From an optimization exercise on the open Yosys and OpenROAD flow, aimed at small area; shortcuts taken in it are not production practice. Where RTL was checked, it was by simulation tests only, not by an equivalence proof against the original. Power and IR drop assume default switching activity.

==> inputs of run a <==
==> flow/design.v <==
module cabe_encoder (
    input  wire        clk,
    input  wire        rst,         
    input  wire        start,
    input  wire [9:0]  cfg_w,       
    input  wire [15:0] cfg_h,       
    input  wire [31:0] cfg_cap,     
    input  wire        pix_valid,
    input  wire        pix_data,
    output wire        pix_ready,
    output wire        ob_we,
    output wire [31:0] ob_addr,
    output wire        ob_wdata,
    input  wire        ob_rdata,    
    output wire        done,
    output wire [31:0] keys,
    output wire [31:0] bitlen,
    output wire        trunc
);
    localparam DW = 3;               
    localparam RL = 27 / DW;         
    localparam [4:0] VS1 = (RL == 27) ? 5'd19 : 5'd25;
    localparam [4:0] VS2 = 5'd25;
    localparam S_IDLE  = 4'd0;
    localparam S_P1    = 4'd1;
    localparam S_KG    = 4'd2;
    localparam S_P2    = 4'd3;
    localparam S_EMIT  = 4'd4;
    localparam S_FLUSH = 4'd5;
    localparam S_CB0   = 4'd6;      
    localparam S_CB    = 4'd7;      
    localparam S_CF    = 4'd8;      
    localparam S_DONE  = 4'd9;
    reg [3:0]  state;
    reg [31:0] keys_r;
    reg [28:0] bitlen_r;             
    reg [7:0]  a_r;
    reg [7:0]  c_r;
    reg [2:0]  cnt;
    reg        trunc_r;
    wire in_p1  = (state == S_P1);
    wire in_kg  = (state == S_KG);
    wire in_p2  = (state == S_P2);
    wire pass2  = (state == S_P2) || (state == S_EMIT) || (state == S_FLUSH) ||
                  (state == S_CB0) || (state == S_CB) || (state == S_CF);
    wire wrbit  = (state == S_EMIT) || (state == S_FLUSH);
    wire in_cb0 = (state == S_CB0);
    wire in_cb  = (state == S_CB);
    wire in_cf  = (state == S_CF);
    wire carry_s = in_cb0 || in_cb || in_cf;
    localparam APW = (RL > 16) ? 5 : 4;
    reg  [APW-1:0] ap;               
    wire ap_end = (ap == RL - 1);
    wire ap0    = (ap == 0);
    always @(posedge clk)
        if (rst || ap_end) ap <= 0;
        else               ap <= ap + 1'b1;
    reg  [4:0] vp;                   
    always @(posedge clk)
        if (rst) vp <= 5'd0;
        else     vp <= vp + (pass2 ? VS2 : VS1);
    reg [9:0]  w_r;
    reg [15:0] h_r;
    reg [28:0] cap_r;                
    reg        cap_big;              
    reg [9:0]  x;
    reg [15:0] y;
    reg        lastcol;              
    reg        lastup;               
    reg [2:0]  acc_key;              
    reg        acc_col;
    reg        pend;
    reg        lastacc;              
    wire [9:0]  x_inc  = x + 10'd1;
    wire [15:0] y_inc  = y + 16'd1;
    wire        last_x = (x_inc == w_r);
    wire        last_y = (y_inc == h_r);
    wire        xz     = (x == 10'd0);
    wire        row0   = (y == 16'd0);
    wire        w1     = (w_r == 10'd1);
    wire [4:0]  ring = x[9:5];
    wire [19:0] rb_head;
    wire        accept;
    genvar g;
    generate
        for (g = 0; g < 20; g = g + 1) begin : RB
            reg [31:0] r;
            always @(posedge clk)
                r <= {(accept && ring == g) ? pix_data : r[0], r[31:1]};
            assign rb_head[g] = r[0];
        end
    endgenerate
    wire up  = !row0 && (w1 ? lastcol : rb_head[ring]);
    wire [2:0] key = {!xz && lastcol, up, !xz && lastup};
    wire take1    = in_p1 && ap_end;
    wire take2;                      
    wire acc_free = !pend || take1 || take2;
    wire slot_ok  = w1 || (vp == x[4:0]);
    assign pix_ready = (in_p1 || pass2) && !lastacc && acc_free && slot_ok;
    assign accept    = pix_valid && pix_ready;
    reg [2:0] prev_key;
    reg       prev_col;
    reg [2:0] ft;                    
    reg       df;                    
    reg       busy;                  
    reg       first;                 
    reg       cyA, cyS, cyD;
    wire [DW-1:0] avg_h0 [0:7];
    wire          avg_h1 [0:7];
    wire [DW-1:0] dd_h0  [0:7];
    wire [DW-1:0] dd_in  [0:7];
    wire [DW-1:0] avg_in [0:7];
    wire [DW-1:0] st_h0;
    wire [26:0]   av7   = {keys_r[31:27], bitlen_r[28:27], a_r, c_r, cnt, trunc_r};
    wire [26:0]   av7_n = {avg_in[7], av7[26:DW]};
    wire          ring_mode = in_p1 || (in_kg && ft == 3'd7);
    wire [2:0]    dsel  = in_kg ? ft : prev_key;
    wire [DW-1:0] a_dig = avg_h0[ft];
    wire          a_nxt = avg_h1[ft];
    wire [DW-1:0] d_dig = dd_h0[dsel];
    wire [DW:0]   a_cat = {a_nxt & !ap_end, a_dig};
    wire [DW-1:0] aold  = first ? {DW{1'b0}} : a_cat[DW:1];
    wire [DW-1:0] sold  = first ? {DW{1'b0}} : st_h0;
    wire [DW-1:0] dold  = first ? {DW{1'b0}} : d_dig;
    wire          cA    = !ap0 && cyA;
    wire [DW:0]   asum  = aold + sold + cA;
    wire          cS    = ap0 || cyS;
    wire [DW:0]   sinc  = sold + cS;
    wire [DW-1:0] snew  = df ? {{(DW-1){1'b0}}, ap0} : sinc[DW-1:0];
    wire [DW-1:0] dlt   = {DW{prev_col}} | {{(DW-1){1'b0}}, ap0};
    wire          cD    = !ap0 && cyD;
    wire [DW:0]   dsum  = dold + dlt + cD;
    always @(posedge clk) begin
        cyA <= asum[DW];
        cyS <= sinc[DW];
        cyD <= dsum[DW];
    end
    wire clr = busy && first;
    genvar k;
    generate
        for (k = 0; k < 8; k = k + 1) begin : CTX
            assign avg_in[k] = (busy && df && ft == k) ? asum[DW-1:0] : (clr ? {DW{1'b0}} : avg_h0[k]);
            if (k < 7) begin : AR
                reg [DW*RL-1:0] avg;
                always @(posedge clk)
                    avg <= {avg_in[k], avg[DW*RL-1:DW]};
                assign avg_h0[k] = avg[DW-1:0];
                assign avg_h1[k] = avg[DW];
            end else begin : ARB
                assign avg_h0[k] = av7[DW-1:0];
                assign avg_h1[k] = av7[DW];
            end
            assign dd_in[k]  = (busy && prev_key == k) ? dsum[DW-1:0] : (clr ? {DW{1'b0}} : dd_h0[k]);
            if (k < 7) begin : DR
                reg [DW*RL-1:0] dd;
                always @(posedge clk)
                    dd <= {dd_in[k], dd[DW*RL-1:DW]};
                assign dd_h0[k] = dd[DW-1:0];
            end else begin : DRB
                assign dd_h0[k] = bitlen_r[DW-1:0];
            end
        end
    endgenerate
    assign st_h0 = keys_r[DW-1:0];
    reg [3:0] tq;                    
    reg       hi;                    
    reg       nz;                    
    generate
        if (DW == 1) begin : KG1
            always @(posedge clk) begin
                if (ap < 4) tq[ap[1:0]] <= a_dig[0];
                hi <= !ap0 && (hi || (ap >= 4 && a_dig[0]));
            end
        end else begin : KG3
            always @(posedge clk) begin
                if (ap0) tq[2:0] <= a_dig[2:0];
                if (ap == 1) tq[3] <= a_dig[0];
                hi <= !ap0 && (hi || (|a_dig[DW-1:1]) || (ap != 1 && a_dig[0]));
            end
        end
    endgenerate
    always @(posedge clk)
        nz <= (!ap0 && nz) || (|d_dig);
    wire       hi_f = hi || (|a_dig);
    wire       nz_f = nz || (|d_dig);
    wire       kcol = !d_dig[DW-1] && nz_f;
    wire [3:0] tq1  = tq + 4'd1;
    wire [2:0] ksh  = (hi_f || tq == 4'd15) ? 3'd7 :
                      (tq == 4'd0)          ? 3'd1 : tq1[3:1];
    wire [3:0] kt_nib   = keys_r[31:28];
    wire [2:0] kt_shift = kt_nib[3:1];
    wire       hit      = (acc_col == kt_nib[0]);
    wire [7:0] reduced  = a_r >> kt_shift;
    wire [8:0] miss_sum = {1'b0, c_r} + {1'b0, reduced};
    wire [7:0] miss_a   = a_r - reduced;
    wire        room    = cap_big || (bitlen_r != cap_r);    
    wire        pz      = (bitlen_r == 29'd0);
    assign      take2   = in_p2 && pend && (ft == acc_key);
    wire        krot    = pass2 && !((state == S_FLUSH) && ft == 3'd0);
    wire        cstart  = take2 && !hit && miss_sum[8] && !pz;
    wire        back    = (in_cb0 || in_cb) && ob_rdata && !pz;
    wire        cwr     = (in_cb0 && !back) || in_cb || (in_cf && ob_rdata);
    wire        bl_dec  = cstart || back;
    wire        bl_inc  = (wrbit && room) || (carry_s && !back);
    wire [28:0] bl_tog;
    assign bl_tog[0] = bl_dec || bl_inc;
    genvar bi;
    generate
        for (bi = 1; bi < 29; bi = bi + 1) begin : BLT
            assign bl_tog[bi] = bl_tog[bi-1] && (bitlen_r[bi-1] ^ bl_dec);
        end
    endgenerate
    wire [28:0] bl_next = bitlen_r ^ bl_tog;
    assign ob_we    = (wrbit && room) || cwr;
    assign ob_addr  = {3'b000, bitlen_r};
    assign ob_wdata = carry_s ? !ob_rdata : c_r[7];
    assign done   = (state == S_DONE);
    assign keys   = keys_r;
    assign bitlen = {3'b000, bitlen_r};
    assign trunc  = trunc_r;
    always @(posedge clk) begin
        if (in_p1 || in_kg)
            bitlen_r <= {av7_n[21:20], dd_in[7], bitlen_r[DW*RL-1:DW]};
        else
            bitlen_r <= bl_next;
        if (ring_mode)
            {a_r, c_r, cnt, trunc_r} <= av7_n[19:0];
        pend     <= accept || (pend && !take1 && !take2);
        if (accept) begin
            acc_key <= key;
            acc_col <= pix_data;
            lastcol <= pix_data;
            lastup  <= up;
            if (last_x) begin
                x       <= 10'd0;
                y       <= last_y ? 16'd0 : y_inc;
                lastacc <= last_y;
            end else begin
                x       <= x_inc;
            end
        end
        if (in_kg && ap_end)
            keys_r <= {ksh, kcol, keys_r[31:4]};
        else if (krot)
            keys_r <= {keys_r[3:0], keys_r[31:4]};
        else if (ring_mode)
            keys_r <= {av7_n[26:22], busy ? snew : keys_r[DW-1:0], keys_r[DW*RL-1:DW]};
        if (krot) ft <= ft - 3'd1;
        if (wrbit) begin
            if (!room) trunc_r <= 1'b1;
            c_r <= {c_r[6:0], 1'b0};
            a_r <= {a_r[6:0], 1'b0};
            cnt <= cnt - 3'd1;
        end
        if (rst) begin
            state <= S_IDLE;
        end else begin
            case (state)
                S_IDLE, S_DONE: begin
                    if (start) begin
                        w_r      <= cfg_w;
                        h_r      <= cfg_h;
                        cap_r    <= cfg_cap[28:0];
                        cap_big  <= |cfg_cap[31:29];
                        x        <= 10'd0;
                        y        <= 16'd0;
                        prev_key <= 3'd0;
                        prev_col <= 1'b0;
                        pend     <= 1'b0;
                        busy     <= 1'b0;
                        first    <= 1'b1;
                        lastacc  <= 1'b0;
                        state    <= S_P1;
                    end
                end
                S_P1: begin
                    if (ap_end) begin
                        busy <= pend;
                        if (pend) begin
                            ft       <= prev_key;
                            df       <= (acc_key != prev_key) && (acc_col == prev_col);
                            prev_key <= acc_key;
                            prev_col <= acc_col;
                        end
                        if (busy) first <= 1'b0;
                        if (lastacc && !pend) begin
                            ft    <= 3'd7;
                            state <= S_KG;
                        end
                    end
                end
                S_KG: begin
                    if (ap_end) begin
                        ft <= ft - 3'd1;
                        if (ft == 3'd0) begin
                            ft       <= 3'd0;
                            a_r      <= 8'hFF;
                            c_r      <= 8'h00;
                            bitlen_r <= 29'd0;
                            trunc_r  <= 1'b0;
                            lastacc  <= 1'b0;
                            state    <= S_P2;
                        end
                    end
                end
                S_P2: begin
                    if (take2) begin
                        if (hit) begin
                            a_r   <= reduced;
                            cnt   <= kt_shift;
                            state <= S_EMIT;
                        end else begin
                            a_r <= miss_a;
                            c_r <= miss_sum[7:0];
                            if (miss_sum[8] && !pz) begin
                                state <= S_CB0;
                            end else if (!miss_a[7]) begin
                                cnt   <= 3'd1;
                                state <= S_EMIT;
                            end
                        end
                    end else if (!pend && lastacc) begin
                        cnt   <= 3'd0;           
                        state <= S_FLUSH;
                    end
                end
                S_CB0, S_CB, S_CF: begin
                    if (in_cf ? ob_rdata : !back) begin
                        if (in_cb) begin
                            state <= S_CF;
                        end else if (!a_r[7]) begin
                            cnt   <= 3'd1;
                            state <= S_EMIT;
                        end else begin
                            state <= S_P2;
                        end
                    end else if (in_cb0) begin
                        state <= S_CB;
                    end
                end
                S_EMIT: if (cnt == 3'd1) state <= S_P2;
                S_FLUSH: if (cnt == 3'd1) state <= S_DONE;
                default: state <= S_IDLE;
            endcase
        end
    end
endmodule
==> flow/flow/run.sh <==
#!/bin/bash
# The standard layout (standard.sh: ORFS synthesis through finish), with one
# change: the buffers that global placement puts on every input and output port
# are the smallest buffer cell instead of the flow's default choice.
set -euo pipefail
export BUFFER_PORTS_ARGS="-buffer_cell sky130_fd_sc_hd__buf_1"
bash standard.sh > make_finish.log 2>&1
==> flow/standard.sh <==
#!/bin/bash
# synth_recipe.tcl (not shown) runs the flow's synth.tcl, then flattens the netlist and writes it again
# the make line also repeats each setting of config.mk as NAME=value (left out here)
make -C /OpenROAD-flow-scripts/flow DESIGN_CONFIG=/design/flow/config.mk WORK_HOME=/design/flow/orfs CLKGATE_MAP_FILE= SYNTH_SCRIPT=/design/flow/synth_recipe.tcl "${@:-finish}"
==> flow/config.mk <==
export PLATFORM = sky130hd
export DESIGN_NAME = cabe_encoder
export DESIGN_NICKNAME = cabe_encoder
export VERILOG_FILES = /design/flow/design.v
export SDC_FILE = /design/flow/constraint.sdc
export NUM_CORES = 4
export LEC_CHECK = 0
export ABC_AREA = 1
export CAP_MARGIN = 20
export CORE_MARGIN = 2
export CORE_UTILIZATION = 70
export CTS_CLUSTER_DIAMETER = 100
export CTS_CLUSTER_SIZE = 28
export SLEW_MARGIN = 20
==> flow/constraint.sdc <==
create_clock -name core_clock -period 12.0 [get_ports {clk}]
set_input_delay 2.4000 -clock core_clock [delete_from_list [all_inputs] [get_ports {clk}]]
set_output_delay 2.4000 -clock core_clock [all_outputs]
set_load 0.01 [all_outputs]
==> run b: changes against run a <==
--- a/flow/design.v
+++ b/flow/design.v
@@ -32,12 +32,6 @@
     localparam S_CF    = 4'd8;      
     localparam S_DONE  = 4'd9;
     reg [3:0]  state;
-    reg [31:0] keys_r;
-    reg [28:0] bitlen_r;             
-    reg [7:0]  a_r;
-    reg [7:0]  c_r;
-    reg [2:0]  cnt;
-    reg        trunc_r;
     wire in_p1  = (state == S_P1);
     wire in_kg  = (state == S_KG);
     wire in_p2  = (state == S_P2);
@@ -48,13 +42,12 @@
     wire in_cb  = (state == S_CB);
     wire in_cf  = (state == S_CF);
     wire carry_s = in_cb0 || in_cb || in_cf;
-    localparam APW = (RL > 16) ? 5 : 4;
-    reg  [APW-1:0] ap;               
+    reg  [4:0] ap;                   
     wire ap_end = (ap == RL - 1);
-    wire ap0    = (ap == 0);
+    wire ap0    = (ap == 5'd0);
     always @(posedge clk)
-        if (rst || ap_end) ap <= 0;
-        else               ap <= ap + 1'b1;
+        if (rst || ap_end) ap <= 5'd0;
+        else               ap <= ap + 5'd1;
     reg  [4:0] vp;                   
     always @(posedge clk)
         if (rst) vp <= 5'd0;
@@ -62,7 +55,6 @@
     reg [9:0]  w_r;
     reg [15:0] h_r;
     reg [28:0] cap_r;                
-    reg        cap_big;              
     reg [9:0]  x;
     reg [15:0] y;
     reg        lastcol;              
@@ -108,12 +100,7 @@
     wire [DW-1:0] avg_h0 [0:7];
     wire          avg_h1 [0:7];
     wire [DW-1:0] dd_h0  [0:7];
-    wire [DW-1:0] dd_in  [0:7];
-    wire [DW-1:0] avg_in [0:7];
     wire [DW-1:0] st_h0;
-    wire [26:0]   av7   = {keys_r[31:27], bitlen_r[28:27], a_r, c_r, cnt, trunc_r};
-    wire [26:0]   av7_n = {avg_in[7], av7[26:DW]};
-    wire          ring_mode = in_p1 || (in_kg && ft == 3'd7);
     wire [2:0]    dsel  = in_kg ? ft : prev_key;
     wire [DW-1:0] a_dig = avg_h0[ft];
     wire          a_nxt = avg_h1[ft];
@@ -139,43 +126,37 @@
     genvar k;
     generate
         for (k = 0; k < 8; k = k + 1) begin : CTX
-            assign avg_in[k] = (busy && df && ft == k) ? asum[DW-1:0] : (clr ? {DW{1'b0}} : avg_h0[k]);
-            if (k < 7) begin : AR
-                reg [DW*RL-1:0] avg;
-                always @(posedge clk)
-                    avg <= {avg_in[k], avg[DW*RL-1:DW]};
-                assign avg_h0[k] = avg[DW-1:0];
-                assign avg_h1[k] = avg[DW];
-            end else begin : ARB
-                assign avg_h0[k] = av7[DW-1:0];
-                assign avg_h1[k] = av7[DW];
-            end
-            assign dd_in[k]  = (busy && prev_key == k) ? dsum[DW-1:0] : (clr ? {DW{1'b0}} : dd_h0[k]);
-            if (k < 7) begin : DR
-                reg [DW*RL-1:0] dd;
-                always @(posedge clk)
-                    dd <= {dd_in[k], dd[DW*RL-1:DW]};
-                assign dd_h0[k] = dd[DW-1:0];
-            end else begin : DRB
-                assign dd_h0[k] = bitlen_r[DW-1:0];
+            reg [DW*RL-1:0] avg;
+            reg [DW*RL-1:0] dd;
+            always @(posedge clk) begin
+                avg <= {(busy && df && ft == k) ? asum[DW-1:0] : (clr ? {DW{1'b0}} : avg[DW-1:0]),
+                        avg[DW*RL-1:DW]};
+                dd  <= {(busy && prev_key == k) ? dsum[DW-1:0] : (clr ? {DW{1'b0}} : dd[DW-1:0]),
+                        dd[DW*RL-1:DW]};
             end
+            assign avg_h0[k] = avg[DW-1:0];
+            assign avg_h1[k] = avg[DW];
+            assign dd_h0[k]  = dd[DW-1:0];
         end
     endgenerate
-    assign st_h0 = keys_r[DW-1:0];
+    reg [DW*RL-1:0] st;
+    always @(posedge clk)
+        st <= {busy ? snew : st[DW-1:0], st[DW*RL-1:DW]};
+    assign st_h0 = st[DW-1:0];
     reg [3:0] tq;                    
     reg       hi;                    
     reg       nz;                    
     generate
         if (DW == 1) begin : KG1
             always @(posedge clk) begin
-                if (ap < 4) tq[ap[1:0]] <= a_dig[0];
-                hi <= !ap0 && (hi || (ap >= 4 && a_dig[0]));
+                if (ap < 5'd4) tq[ap[1:0]] <= a_dig[0];
+                hi <= !ap0 && (hi || (ap >= 5'd4 && a_dig[0]));
             end
         end else begin : KG3
             always @(posedge clk) begin
                 if (ap0) tq[2:0] <= a_dig[2:0];
-                if (ap == 1) tq[3] <= a_dig[0];
-                hi <= !ap0 && (hi || (|a_dig[DW-1:1]) || (ap != 1 && a_dig[0]));
+                if (ap == 5'd1) tq[3] <= a_dig[0];
+                hi <= !ap0 && (hi || (|a_dig[DW-1:1]) || (ap != 5'd1 && a_dig[0]));
             end
         end
     endgenerate
@@ -187,13 +168,19 @@
     wire [3:0] tq1  = tq + 4'd1;
     wire [2:0] ksh  = (hi_f || tq == 4'd15) ? 3'd7 :
                       (tq == 4'd0)          ? 3'd1 : tq1[3:1];
+    reg [31:0] keys_r;
+    reg [7:0]  a_r;
+    reg [7:0]  c_r;
+    reg [2:0]  cnt;
+    reg [28:0] bitlen_r;             
+    reg        trunc_r;
     wire [3:0] kt_nib   = keys_r[31:28];
     wire [2:0] kt_shift = kt_nib[3:1];
     wire       hit      = (acc_col == kt_nib[0]);
     wire [7:0] reduced  = a_r >> kt_shift;
     wire [8:0] miss_sum = {1'b0, c_r} + {1'b0, reduced};
     wire [7:0] miss_a   = a_r - reduced;
-    wire        room    = cap_big || (bitlen_r != cap_r);    
+    wire        room    = (bitlen_r != cap_r);    
     wire        pz      = (bitlen_r == 29'd0);
     assign      take2   = in_p2 && pend && (ft == acc_key);
     wire        krot    = pass2 && !((state == S_FLUSH) && ft == 3'd0);
@@ -219,12 +206,7 @@
     assign bitlen = {3'b000, bitlen_r};
     assign trunc  = trunc_r;
     always @(posedge clk) begin
-        if (in_p1 || in_kg)
-            bitlen_r <= {av7_n[21:20], dd_in[7], bitlen_r[DW*RL-1:DW]};
-        else
-            bitlen_r <= bl_next;
-        if (ring_mode)
-            {a_r, c_r, cnt, trunc_r} <= av7_n[19:0];
+        bitlen_r <= bl_next;
         pend     <= accept || (pend && !take1 && !take2);
         if (accept) begin
             acc_key <= key;
@@ -239,13 +221,10 @@
                 x       <= x_inc;
             end
         end
-        if (in_kg && ap_end)
-            keys_r <= {ksh, kcol, keys_r[31:4]};
-        else if (krot)
-            keys_r <= {keys_r[3:0], keys_r[31:4]};
-        else if (ring_mode)
-            keys_r <= {av7_n[26:22], busy ? snew : keys_r[DW-1:0], keys_r[DW*RL-1:DW]};
-        if (krot) ft <= ft - 3'd1;
+        if (krot) begin
+            keys_r <= {keys_r[27:0], keys_r[31:28]};
+            ft     <= ft + 3'd1;
+        end
         if (wrbit) begin
             if (!room) trunc_r <= 1'b1;
             c_r <= {c_r[6:0], 1'b0};
@@ -260,8 +239,7 @@
                     if (start) begin
                         w_r      <= cfg_w;
                         h_r      <= cfg_h;
-                        cap_r    <= cfg_cap[28:0];
-                        cap_big  <= |cfg_cap[31:29];
+                        cap_r    <= (|cfg_cap[31:29]) ? {29{1'b1}} : cfg_cap[28:0];
                         x        <= 10'd0;
                         y        <= 16'd0;
                         prev_key <= 3'd0;
@@ -284,16 +262,16 @@
                         end
                         if (busy) first <= 1'b0;
                         if (lastacc && !pend) begin
-                            ft    <= 3'd7;
+                            ft    <= 3'd0;
                             state <= S_KG;
                         end
                     end
                 end
                 S_KG: begin
                     if (ap_end) begin
-                        ft <= ft - 3'd1;
-                        if (ft == 3'd0) begin
-                            ft       <= 3'd0;
+                        keys_r <= {keys_r[27:0], ksh, kcol};
+                        ft <= ft + 3'd1;
+                        if (ft == 3'd7) begin
                             a_r      <= 8'hFF;
                             c_r      <= 8'h00;
                             bitlen_r <= 29'd0;
==> flow/run.sh (new file) <==
#!/bin/bash
# synth_recipe.tcl (not shown) runs the flow's synth.tcl, then flattens the netlist and writes it again
# the make line also repeats each setting of config.mk as NAME=value (left out here)
make -C /OpenROAD-flow-scripts/flow DESIGN_CONFIG=/design/flow/config.mk WORK_HOME=/design/flow/orfs CLKGATE_MAP_FILE= SYNTH_SCRIPT=/design/flow/synth_recipe.tcl finish
==> flow/config.mk (replaced) <==
export PLATFORM = sky130hd
export DESIGN_NAME = cabe_encoder
export DESIGN_NICKNAME = cabe_encoder
export VERILOG_FILES = /design/flow/design.v
export SDC_FILE = /design/flow/constraint.sdc
export NUM_CORES = 4
export LEC_CHECK = 0
export CAP_MARGIN = 20
export CORE_MARGIN = 2
export CORE_UTILIZATION = 70
export SLEW_MARGIN = 20
removed: flow/flow/run.sh
removed: flow/standard.sh
==> results by group <==
Floorplan
  • Die Width: 229 um
  • Die area: 52400 um2

Placed design
  • Area after DPL: 37300 um2
  • Cell count after placement: 3359

Synth
  • Top cells by count, synth: dfxtp_1 (1230), nor2_1 (113), nand2_1 (108)

CTS
  • Clock-pin slew on the worst setup and hold paths: 0.07 ns
  • TritonCTS Sinks: 1300

Pwr
  • Flop pwr share: 49.3%
  • P_leak: 16.1 nW

STA
  • Clock Skew: 0.0812 ns
  • Slew HR: 34.9%
  • Tcrit/Tclk final: 55.4%

Run status
  • Status: timing/DRC/antenna clean

Min path
  • Hold Startpoint: st[8]

Critical path
  • Worst setup path end: ob_we
the above is filed under run b

==> results by group <==
Min path
  • Hold Startpoint: RB[16].r[4]

STA
  • Tcrit/Tclk final: 48.9%
  • Slew HR: 22.6%

Critical path
  • Worst setup path end: bitlen_r[25]

Run status
  • Status: timing/DRC/antenna clean

Synth
  • Top cells by count, synth: dfxtp_1 (1116), nand2_1 (413), inv_1 (291)

Placed design
  • Cell count after placement: 3729
  • Area after DPL: 35400 um2

Pwr
  • Flop pwr share: 54.9%
  • P_leak: 15.1 nW

Floorplan
  • Die Width: 226 um

CTS
  • Clock-pin slew on the worst setup and hold paths: 0.11 ns
the above is filed under run a

For run b, only the layout was checked, not whether the RTL still works.

## re-timing with driven ports
No port has a modelled driver above. Below, the same layouts with a new extraction and two added sets of constraints.
Step 1 (the two cells are an assumption about what drives the block):
set clk [get_ports {clk}]
set_driving_cell -lib_cell sky130_fd_sc_hd__clkbuf_16 $clk
set_driving_cell -lib_cell sky130_fd_sc_hd__buf_2 [delete_from_list [all_inputs] $clk]
Step 2 also shifts input and output timing later by t, the mid clock arrival at the registers, as if the neighbouring blocks saw the same clock.
Slacks: no drivers / after step 1 / after step 2; pairs: no drivers / after step 1.
run	t (ns)	slack for setup (ns)	worst setup path at the end	worst register clock-pin slew, ns	worst data-port slew with drivers (ns)
run a	0.694	6.126 / 6.126 / 6.126	register to register	0.12 / 0.12	0.07
run b	0.732	5.352 / 5.327 / 5.327	input to output	0.09 / 0.09	0.09
After both steps setup and hold are still met in every run listed. The setup slack of run b, which loses most, moves by -0.025 ns with the drivers and by -0.025 ns with both steps.
